This is an optimization exercise on Yosys and OpenROAD, whose aim is small area, a short achievable clock period and few clock cycles per item, not a production implementation. At most, simulation tests tie the RTL to the original design; equivalence was not proved. Power is estimated from default activity; no workload was simulated.

==> inputs of run a <==
Design ozec_calc, start of the top module:
module ozec_calc (
    input             clk,
    input             rst_n,
    input             in_valid,
    output            in_ready,
    input      [31:0] cmd,
    input             subst,       
    input             nibmode,     
    input             bus_ready,   
    input      [15:0] d_word,      
    input      [7:0]  d_ofs,       
    input      [7:0]  d_rs,        
    input             d_valid,     
    output reg        done,
    output reg [3:0]  err,
    output reg        seq,
    output     [31:0] res0,
    output     [31:0] res1,
    output reg        wr_en,
    output     [6:0]  wr_addr,
    output            wr_two,
    output reg [15:0] wr_data
);
Settings: LEC_CHECK=0, CAP_MARGIN=20, CORE_MARGIN=2, CORE_UTILIZATION=70, CTS_BUF_LIST=sky130_fd_sc_hd__clkbuf_4, SLEW_MARGIN=20; clock period 115.0 ns.
standard.sh (not shown) runs the stock make flow with config.mk's settings and CLKGATE_MAP_FILE= SYNTH_SCRIPT=/design/flow/synth_recipe.tcl, a recipe that flattens the netlist after the stock synthesis.
==> flow/flow/run.sh <==
#!/bin/bash
set -e
export BUFFER_PORTS_ARGS="-buffer_cell sky130_fd_sc_hd__buf_2"
bash standard.sh > standard.log 2>&1
==> run b (differences from run a) <==
--- a/flow/design.v
+++ b/flow/design.v
@@ -55,20 +55,22 @@
                 2: B = 12;
                 3: B = 18;
                 4: B = 24;
                 default: B = 28;
             endcase
         end
     endfunction
     localparam integer SW = 1 + 4 + 8 + 8 + 28 + 1 + 16;
-    reg rdy;
-    assign in_ready = rdy;
-    always @(posedge clk)
-        rdy <= ~(rst_n & in_valid & rdy & (cmd[31:24] == OP_LIMIT));
+    reg rdy, rdy_o;
+    assign in_ready = rdy_o;
+    always @(posedge clk) begin
+        rdy   <= ~(rst_n & in_valid & rdy   & (cmd[31:24] == OP_LIMIT));
+        rdy_o <= ~(rst_n & in_valid & rdy_o & (cmd[31:24] == OP_LIMIT));
+    end
     reg        i_v;
     reg [31:0] i_cmd;
     reg        i_subst, i_bus, i_dval;
     reg [15:0] i_word;
     reg [3:0]  i_ofs;       
     reg        i_ofs_inc;   
     reg        i_imm_inc;   
     reg [7:0]  i_rs;
@@ -213,109 +215,74 @@
             x3125 = radd({12'd0, m3[9:0], 10'b0}, {17'd0, m53}, 1'b0);
         end
     endfunction
     wire [23:0] lim_num = {x3125(sv_pend ? sv_mag : l1_mag), 4'b0};
     wire        unp_neg   = f_sgn & unp_shift[f_wm1];
     wire [27:0] unp_res   = {{12{unp_neg}}, unp_field | ({16{unp_neg}} & ~unp_mask)};
     wire [4:0] sx_nib = nib(imm24[7:4], i_imm_inc);
     wire [1:0] auth_class = imm24[6] ? 2'd1 : (imm24[5] ? 2'd3 : 2'd2);
-    reg        v0;
-    reg [3:0]  k0;
-    reg [7:0]  t0;
-    reg [27:0] n0;
-    reg        s0;
-    reg [15:0] d0;
+    wire e10  = ~legal;
+    wire e9   = ~domain_ok;
+    wire e8   = (subcls == SUB_LIVE) & i_subst;
+    wire e1   = ((subcls == SUB_LIVE) | ((subcls == SUB_EITHER) & ~i_subst)) & ~i_bus;
+    wire pass = ~sv_pend & ~e10 & ~e9 & ~e8 & ~e1;
+    wire is_cv  = (op == OP_CELLV) | (op == OP_THRESH);
+    wire is_adc = (op == OP_ADC2MV);
+    wire is_cu  = (op == OP_CURR);
+    wire is_rs  = (op == OP_RSENSE);
+    wire is_lim = (op == OP_LIMIT);
+    wire is_v2a = (op == OP_V2ADC);
+    wire is_srs = (op == OP_SETRS);
+    wire is_svl = (op == OP_SETVL);
+    wire is_unp = (op == OP_UNPACK);
+    wire is_sx  = (op == OP_SEXT4);
+    wire is_au  = (op == OP_DECAUTH);
+    wire p_cv   = pass & is_cv;
+    wire p_cmd  = pass & (is_adc | is_v2a | is_srs | (is_svl & i_dval) | is_au);
+    wire p_cu   = pass & is_cu;
+    wire p_lim  = pass & is_lim;
+    wire p_rs   = pass & is_rs;
+    wire p_unp  = pass & is_unp;
+    wire p_sx   = pass & is_sx;
+    wire p_svl  = pass & is_svl & i_dval;
+    wire p_au   = pass & is_au;
+    wire use_t  = p_cu | p_lim | sv_pend;
+    wire [27:0] n_cmd = {8'd0, i_cmd[19:5], i_cmd[4] & ~is_au, i_cmd[3:0]};
+    wire [27:0] n0 = (n_cmd                    & {28{p_cmd}})
+                   | ({15'd0, i_word[15:3]}    & {28{p_cv}})
+                   | (cu_num                   & {28{p_cu}})
+                   | ({4'd0, lim_num}          & {28{p_lim | sv_pend}})
+                   | ({20'd0, rs_eff}          & {28{p_rs}})
+                   | (unp_res                  & {28{p_unp}})
+                   | ({{23{sx_nib[4]}}, sx_nib} & {28{p_sx}});
+    wire [15:0] d0 = (i_word                   & {16{p_cu | p_unp}})
+                   | ({8'd0, i_rs}             & {16{p_rs}})
+                   | ({11'd0, i_cmd[23:22], i_word[2:0]} & {16{p_svl}})
+                   | ({8'd0, imm24[7:0]}       & {16{p_sx}})
+                   | ({14'd0, auth_class}      & {16{p_au}});
+    wire [7:0]  t0 = use_t ? rs_eff : ((is_v2a | is_svl) & pass) ? 8'd122 : 8'd1;
+    wire        s0 = (p_cu & cu_neg) | (p_lim & l1_neg) | (sv_pend & sv_neg);
+    wire        v0 = i_v | sv_pend;
+    reg [3:0] k0;
     always @(*) begin
-        v0 = i_v;
-        k0 = K_DEF;
-        t0 = 8'd1;
-        n0 = 28'd0;
-        s0 = 1'b0;
-        d0 = 16'd0;
-        if (sv_pend) begin
-            v0 = 1'b1;
-            k0 = K_LIM2;
-            t0 = rs_eff;
-            n0 = {4'd0, lim_num};
-            s0 = sv_neg;
-        end
-        else if (!legal)
-            k0 = K_E10;
-        else if (!domain_ok)
-            k0 = K_E9;
-        else if (subcls == SUB_LIVE && i_subst)
-            k0 = K_E8;
-        else if ((subcls == SUB_LIVE || (subcls == SUB_EITHER && !i_subst)) && !i_bus)
-            k0 = K_E1;
-        else begin
-            case (op)
-                OP_CELLV, OP_THRESH: begin
-                    k0 = K_MV;
-                    n0 = {15'd0, i_word[15:3]};
-                    d0 = {3'd0, i_word[15:3]};
-                end
-                OP_ADC2MV: begin
-                    k0 = K_MV;
-                    n0 = {15'd0, imm24[12:0]};
-                    d0 = {3'd0, imm24[12:0]};
-                end
-                OP_CURR: begin
-                    k0 = K_CURR;
-                    t0 = rs_eff;
-                    n0 = cu_num;
-                    s0 = cu_neg;
-                    d0 = i_word;
-                end
-                OP_RSENSE: begin
-                    n0 = {20'd0, rs_eff};
-                    d0 = {8'd0, i_rs};
-                end
-                OP_LIMIT: begin
-                    k0 = K_LIM1;
-                    t0 = rs_eff;
-                    n0 = {4'd0, lim_num};
-                    s0 = l1_neg;
-                end
-                OP_V2ADC: begin
-                    k0 = K_V2A;
-                    t0 = 8'd122;
-                    n0 = {8'd0, v_val};
-                end
-                OP_SETRS: begin
-                    k0 = K_SETRS;
-                    n0 = {12'd0, imm24[15:0]};
-                end
-                OP_SETVL: begin
-                    if (!i_dval)
-                        k0 = K_E4;
-                    else begin
-                        k0 = K_SETVL;
-                        t0 = 8'd122;
-                        n0 = {8'd0, v_val};
-                        d0 = {11'd0, i_cmd[23:22], i_word[2:0]};
-                    end
-                end
-                OP_UNPACK: begin
-                    k0 = K_DEFX;
-                    n0 = unp_res;
-                    d0 = i_word;
-                end
-                OP_SEXT4: begin
-                    k0 = K_DEFX;
-                    n0 = {{23{sx_nib[4]}}, sx_nib};
-                    d0 = {8'd0, imm24[7:0]};
-                end
-                OP_DECAUTH: begin
-                    n0 = {20'd0, imm24[7:0] & 8'hEF};
-                    d0 = {14'd0, auth_class};
-                end
-                default: k0 = K_SEQ;
-            endcase
-        end
+        if (sv_pend)                 k0 = K_LIM2;
+        else if (e10)                k0 = K_E10;
+        else if (e9)                 k0 = K_E9;
+        else if (e8)                 k0 = K_E8;
+        else if (e1)                 k0 = K_E1;
+        else if (is_cv | is_adc)     k0 = K_MV;
+        else if (is_cu)              k0 = K_CURR;
+        else if (is_lim)             k0 = K_LIM1;
+        else if (is_v2a)             k0 = K_V2A;
+        else if (is_srs)             k0 = K_SETRS;
+        else if (is_svl)             k0 = i_dval ? K_SETVL : K_E4;
+        else if (is_unp | is_sx)     k0 = K_DEFX;
+        else if (is_rs | is_au)      k0 = K_DEF;
+        else                         k0 = K_SEQ;
     end
     always @(posedge clk) begin
         sv_pend <= rst_n & i_v & ~sv_pend & (k0 == K_LIM1);
         sv_mag  <= l0_mag;
         sv_neg  <= l0_neg;
     end
     wire [SW-1:0] st0 = {v0, k0, t0, 8'd0, n0, s0, d0};
     function [8:0] drow;
@@ -405,16 +372,17 @@
     reg [6:1]  o_addr;
     reg [24:0] n_res1;
     always @(*) begin
         case (f_k)
             K_V2A:   n_res1 = {5'd0, mv};
             K_LIM1:  n_res1 = rq[24:0];
             K_LIM2:  n_res1 = o_res1;
             K_CURR:  n_res1 = {{9{f_d[15]}}, f_d};
+            K_MV:    n_res1 = {12'd0, f_q[12:0]};
             K_SETVL: n_res1 = 25'd0;
             default: n_res1 = {9'd0, f_d};
         endcase
     end
     wire [28:0] n_res0 = (f_k == K_MV) ? {9'd0, mv} : rq;
     reg  [6:0]  n_addr;
     always @(*) begin
         if (f_k != K_SETVL)
==> flow/config.mk (replaced) <==
export PLATFORM = sky130hd
export DESIGN_NAME = ozec_calc
export DESIGN_NICKNAME = ozec_calc
export VERILOG_FILES = /design/flow/design.v
export SDC_FILE = /design/flow/constraint.sdc
export NUM_CORES = 4
export LEC_CHECK = 0
export ABC_AREA = 1
export CAP_MARGIN = 20
export CORE_MARGIN = 2
export CORE_UTILIZATION = 70
export CTS_CLUSTER_DIAMETER = 100
export CTS_CLUSTER_SIZE = 30
export SLEW_MARGIN = 20
==> run c (differences from run a) <==
--- a/flow/design.v
+++ b/flow/design.v
@@ -77,18 +77,17 @@
         i_cmd     <= cmd;
         i_subst   <= subst;
         i_bus     <= bus_ready;
         i_dval    <= d_valid;
         i_word    <= d_word;
         i_ofs     <= d_ofs[7:4];
         i_ofs_inc <= nibmode & d_ofs[7] & (d_ofs[3:0] != 4'd0);
         i_imm_inc <= nibmode & cmd[7] & (cmd[3:0] != 4'd0);
-        if (rdy)                   
-            i_rs  <= d_rs;
+        i_rs      <= d_rs;
     end
     wire [7:0]  op    = i_cmd[31:24];
     wire [7:0]  f_hi  = i_cmd[23:16];
     wire [3:0]  f_lsb = i_cmd[15:12];
     wire [3:0]  f_wm1 = i_cmd[11:8];
     wire        f_sgn = i_cmd[7];
     wire [23:0] imm24 = i_cmd[23:0];
     wire [19:0] v_val = i_cmd[19:0];
@@ -182,45 +181,47 @@
     endfunction
     wire [7:0] rs_eff = (i_rs == 8'd0) ? 8'd25 : i_rs;
     wire        cu_neg = i_word[15];
     wire [15:0] cu_mag = cneg({16'd0, i_word}, cu_neg);
     wire [18:0] cu_x7  = radd({13'd0, cu_mag, 3'd0}, ~{16'd0, cu_mag}, 1'b1);
     wire [27:0] cu_x65 = radd({7'd0, cu_x7, 6'd0}, {12'd0, cu_x7, 1'b0}, 1'b0);
     wire [27:0] cu_num = radd({3'd0, cu_x7, 10'd0}, {4'd0, cu_x65}, 1'b0);
     wire [15:0] unp_shift = i_word >> f_lsb;
-    wire [15:0] unp_mask  = 16'hFFFF >> (~f_wm1);
+    wire [15:0] unp_mask  = 16'hFFFF >> (4'd15 - f_wm1);
     wire [15:0] unp_field = unp_shift & unp_mask;
     wire [7:0]  lim_mask  = unp_mask[7:0];
     wire [7:0]  lim_v     = unp_field[7:0];
     wire [4:0]  lim_o     = nib(i_ofs, i_ofs_inc);
     wire [9:0]  lim_m0    = radd({24'd0, lim_v},    {{27{lim_o[4]}}, lim_o}, 1'b0);
     wire [9:0]  lim_m1    = radd({24'd0, lim_mask}, {{27{lim_o[4]}}, lim_o}, 1'b0);
     wire        l0_neg    = lim_m0[9];
     wire        l1_neg    = lim_m1[9];
     wire [8:0]  l0_mag    = cneg({23'd0, lim_m0[8:0]}, l0_neg);
     wire [8:0]  l1_mag    = cneg({23'd0, lim_m1[8:0]}, l1_neg);
     reg        sv_pend;
     reg [8:0]  sv_mag;
     reg        sv_neg;
+    reg [7:0]  sv_t;
     function [19:0] x3125;
         input [8:0] m;
         reg [10:0] m3;
         reg [11:0] m5;
         reg [14:0] m53;
         begin
             m3    = radd({22'd0, m, 1'b0}, {23'd0, m}, 1'b0);
             m5    = radd({21'd0, m, 2'b0}, {23'd0, m}, 1'b0);
             m53   = radd({17'd0, m3, 4'b0}, {20'd0, m5}, 1'b0);
             x3125 = radd({12'd0, m3[9:0], 10'b0}, {17'd0, m53}, 1'b0);
         end
     endfunction
     wire [23:0] lim_num = {x3125(sv_pend ? sv_mag : l1_mag), 4'b0};
-    wire        unp_neg   = f_sgn & unp_shift[f_wm1];
-    wire [27:0] unp_res   = {{12{unp_neg}}, unp_field | ({16{unp_neg}} & ~unp_mask)};
+    wire        unp_neg   = f_sgn && unp_field[f_wm1];
+    wire [27:0] unp_res   = unp_neg ? ({12'hFFF, ~unp_mask} | {12'd0, unp_field})
+                                    : {12'd0, unp_field};
     wire [4:0] sx_nib = nib(imm24[7:4], i_imm_inc);
     wire [1:0] auth_class = imm24[6] ? 2'd1 : (imm24[5] ? 2'd3 : 2'd2);
     reg        v0;
     reg [3:0]  k0;
     reg [7:0]  t0;
     reg [27:0] n0;
     reg        s0;
     reg [15:0] d0;
@@ -229,17 +230,17 @@
         k0 = K_DEF;
         t0 = 8'd1;
         n0 = 28'd0;
         s0 = 1'b0;
         d0 = 16'd0;
         if (sv_pend) begin
             v0 = 1'b1;
             k0 = K_LIM2;
-            t0 = rs_eff;
+            t0 = sv_t;
             n0 = {4'd0, lim_num};
             s0 = sv_neg;
         end
         else if (!legal)
             k0 = K_E10;
         else if (!domain_ok)
             k0 = K_E9;
         else if (subcls == SUB_LIVE && i_subst)
@@ -311,16 +312,17 @@
                 default: k0 = K_SEQ;
             endcase
         end
     end
     always @(posedge clk) begin
         sv_pend <= rst_n & i_v & ~sv_pend & (k0 == K_LIM1);
         sv_mag  <= l0_mag;
         sv_neg  <= l0_neg;
+        sv_t    <= rs_eff;
     end
     wire [SW-1:0] st0 = {v0, k0, t0, 8'd0, n0, s0, d0};
     function [8:0] drow;
         input [8:0] x;
         input [7:0] t;
         input integer i;
         reg [8:0] b;
         reg [7:0] d, rn;
==> flow/config.mk (replaced) <==
export PLATFORM = sky130hd
export DESIGN_NAME = ozec_calc
export DESIGN_NICKNAME = ozec_calc
export VERILOG_FILES = /design/flow/design.v
export SDC_FILE = /design/flow/constraint.sdc
export NUM_CORES = 4
export LEC_CHECK = 0
export CAP_MARGIN = 20
export CORE_MARGIN = 2
export CORE_UTILIZATION = 40
export SLEW_MARGIN = 20
==> comparison table <==
item                                                                        run b                    run c                    run a
Run status                                                complete, no violations  complete, no violations  complete, no violations
Count of cells along the worst register-to-register path                       69                       82                       82
Max Used Layer                                                               met4                     met4                     met5
Area taken by flip-flops and latches                                 0.00882 mm^2             0.00888 mm^2             0.00880 mm^2
Signal buffers                                                                174                      185                      184
Met1 track demand over resource in global routing                           46.2%                    27.2%                    42.5%
Power in the clock group                                                0.0790 mW                 0.150 mW                 0.126 mW
Global-route wire length before repair                                    98.6 mm                   106 mm                  97.4 mm
Fraction of layout cells with a size suffix above 1                         11.7%                    16.3%                    18.9%
Met1 wire length                                                          23.8 mm                  28.2 mm                  23.3 mm
Final WL                                                                  61.1 mm                  67.3 mm                  60.8 mm
Post-route worst hold slack                                                328 ps                   325 ps                   300 ps
Vertical extent of the die                                                 188 um                   253 um                   191 um
Detailed route wirelength on metal3                                       5.46 mm                  4.09 mm                  4.24 mm
Buffering overhead                                                          3.52%                    3.50%                    3.60%
Ratio of total power to cell area                                    15.0 mW/mm^2             18.9 mW/mm^2             17.4 mW/mm^2
Number of sinks on the clock net                                              424                      431                      423
Reg clk slew, reported paths                                               120 ps                    60 ps                    80 ps
Testbench counts of run c, summed over its fixed seeds: cycles 3,904, items 3,200.
No functional check of the RTL was part of run a and run b.

==> what the ideal ports hide <==
How much do the figures lean on ideal ports? The routed layouts below were timed once more, with nothing changed but the port constraints. Step 1 sets driving cells, clkbuf_16 on the clock port and buf_2 on the other inputs (assumed; they add their load-dependent delay and slew). Step 2 moves the port delays by t, midway between the first and last clock arrival at a register: inputs arrive t later, outputs are due t later. That takes back most of the time a late clock gives input paths. Slacks: ideal ports / drivers / drivers and shift; pairs: ideal ports / drivers.
run | shift t [ns] | setup slack, ns | worst setup path after step 2 | slew at the worst register clock pin (ns) | worst data-port slew with drivers (ns)
run a | 0.861 | 90.380 / 90.332 / 91.193 | register to output | 0.08 / 0.08 | 0.04
run b | 0.593 | 90.801 / 90.747 / 91.110 | input to register | 0.12 / 0.12 | 0.04
run c | 0.637 | 90.773 / 90.713 / 91.282 | input to register | 0.07 / 0.07 | 0.03
After both steps every run listed still meets setup and hold.
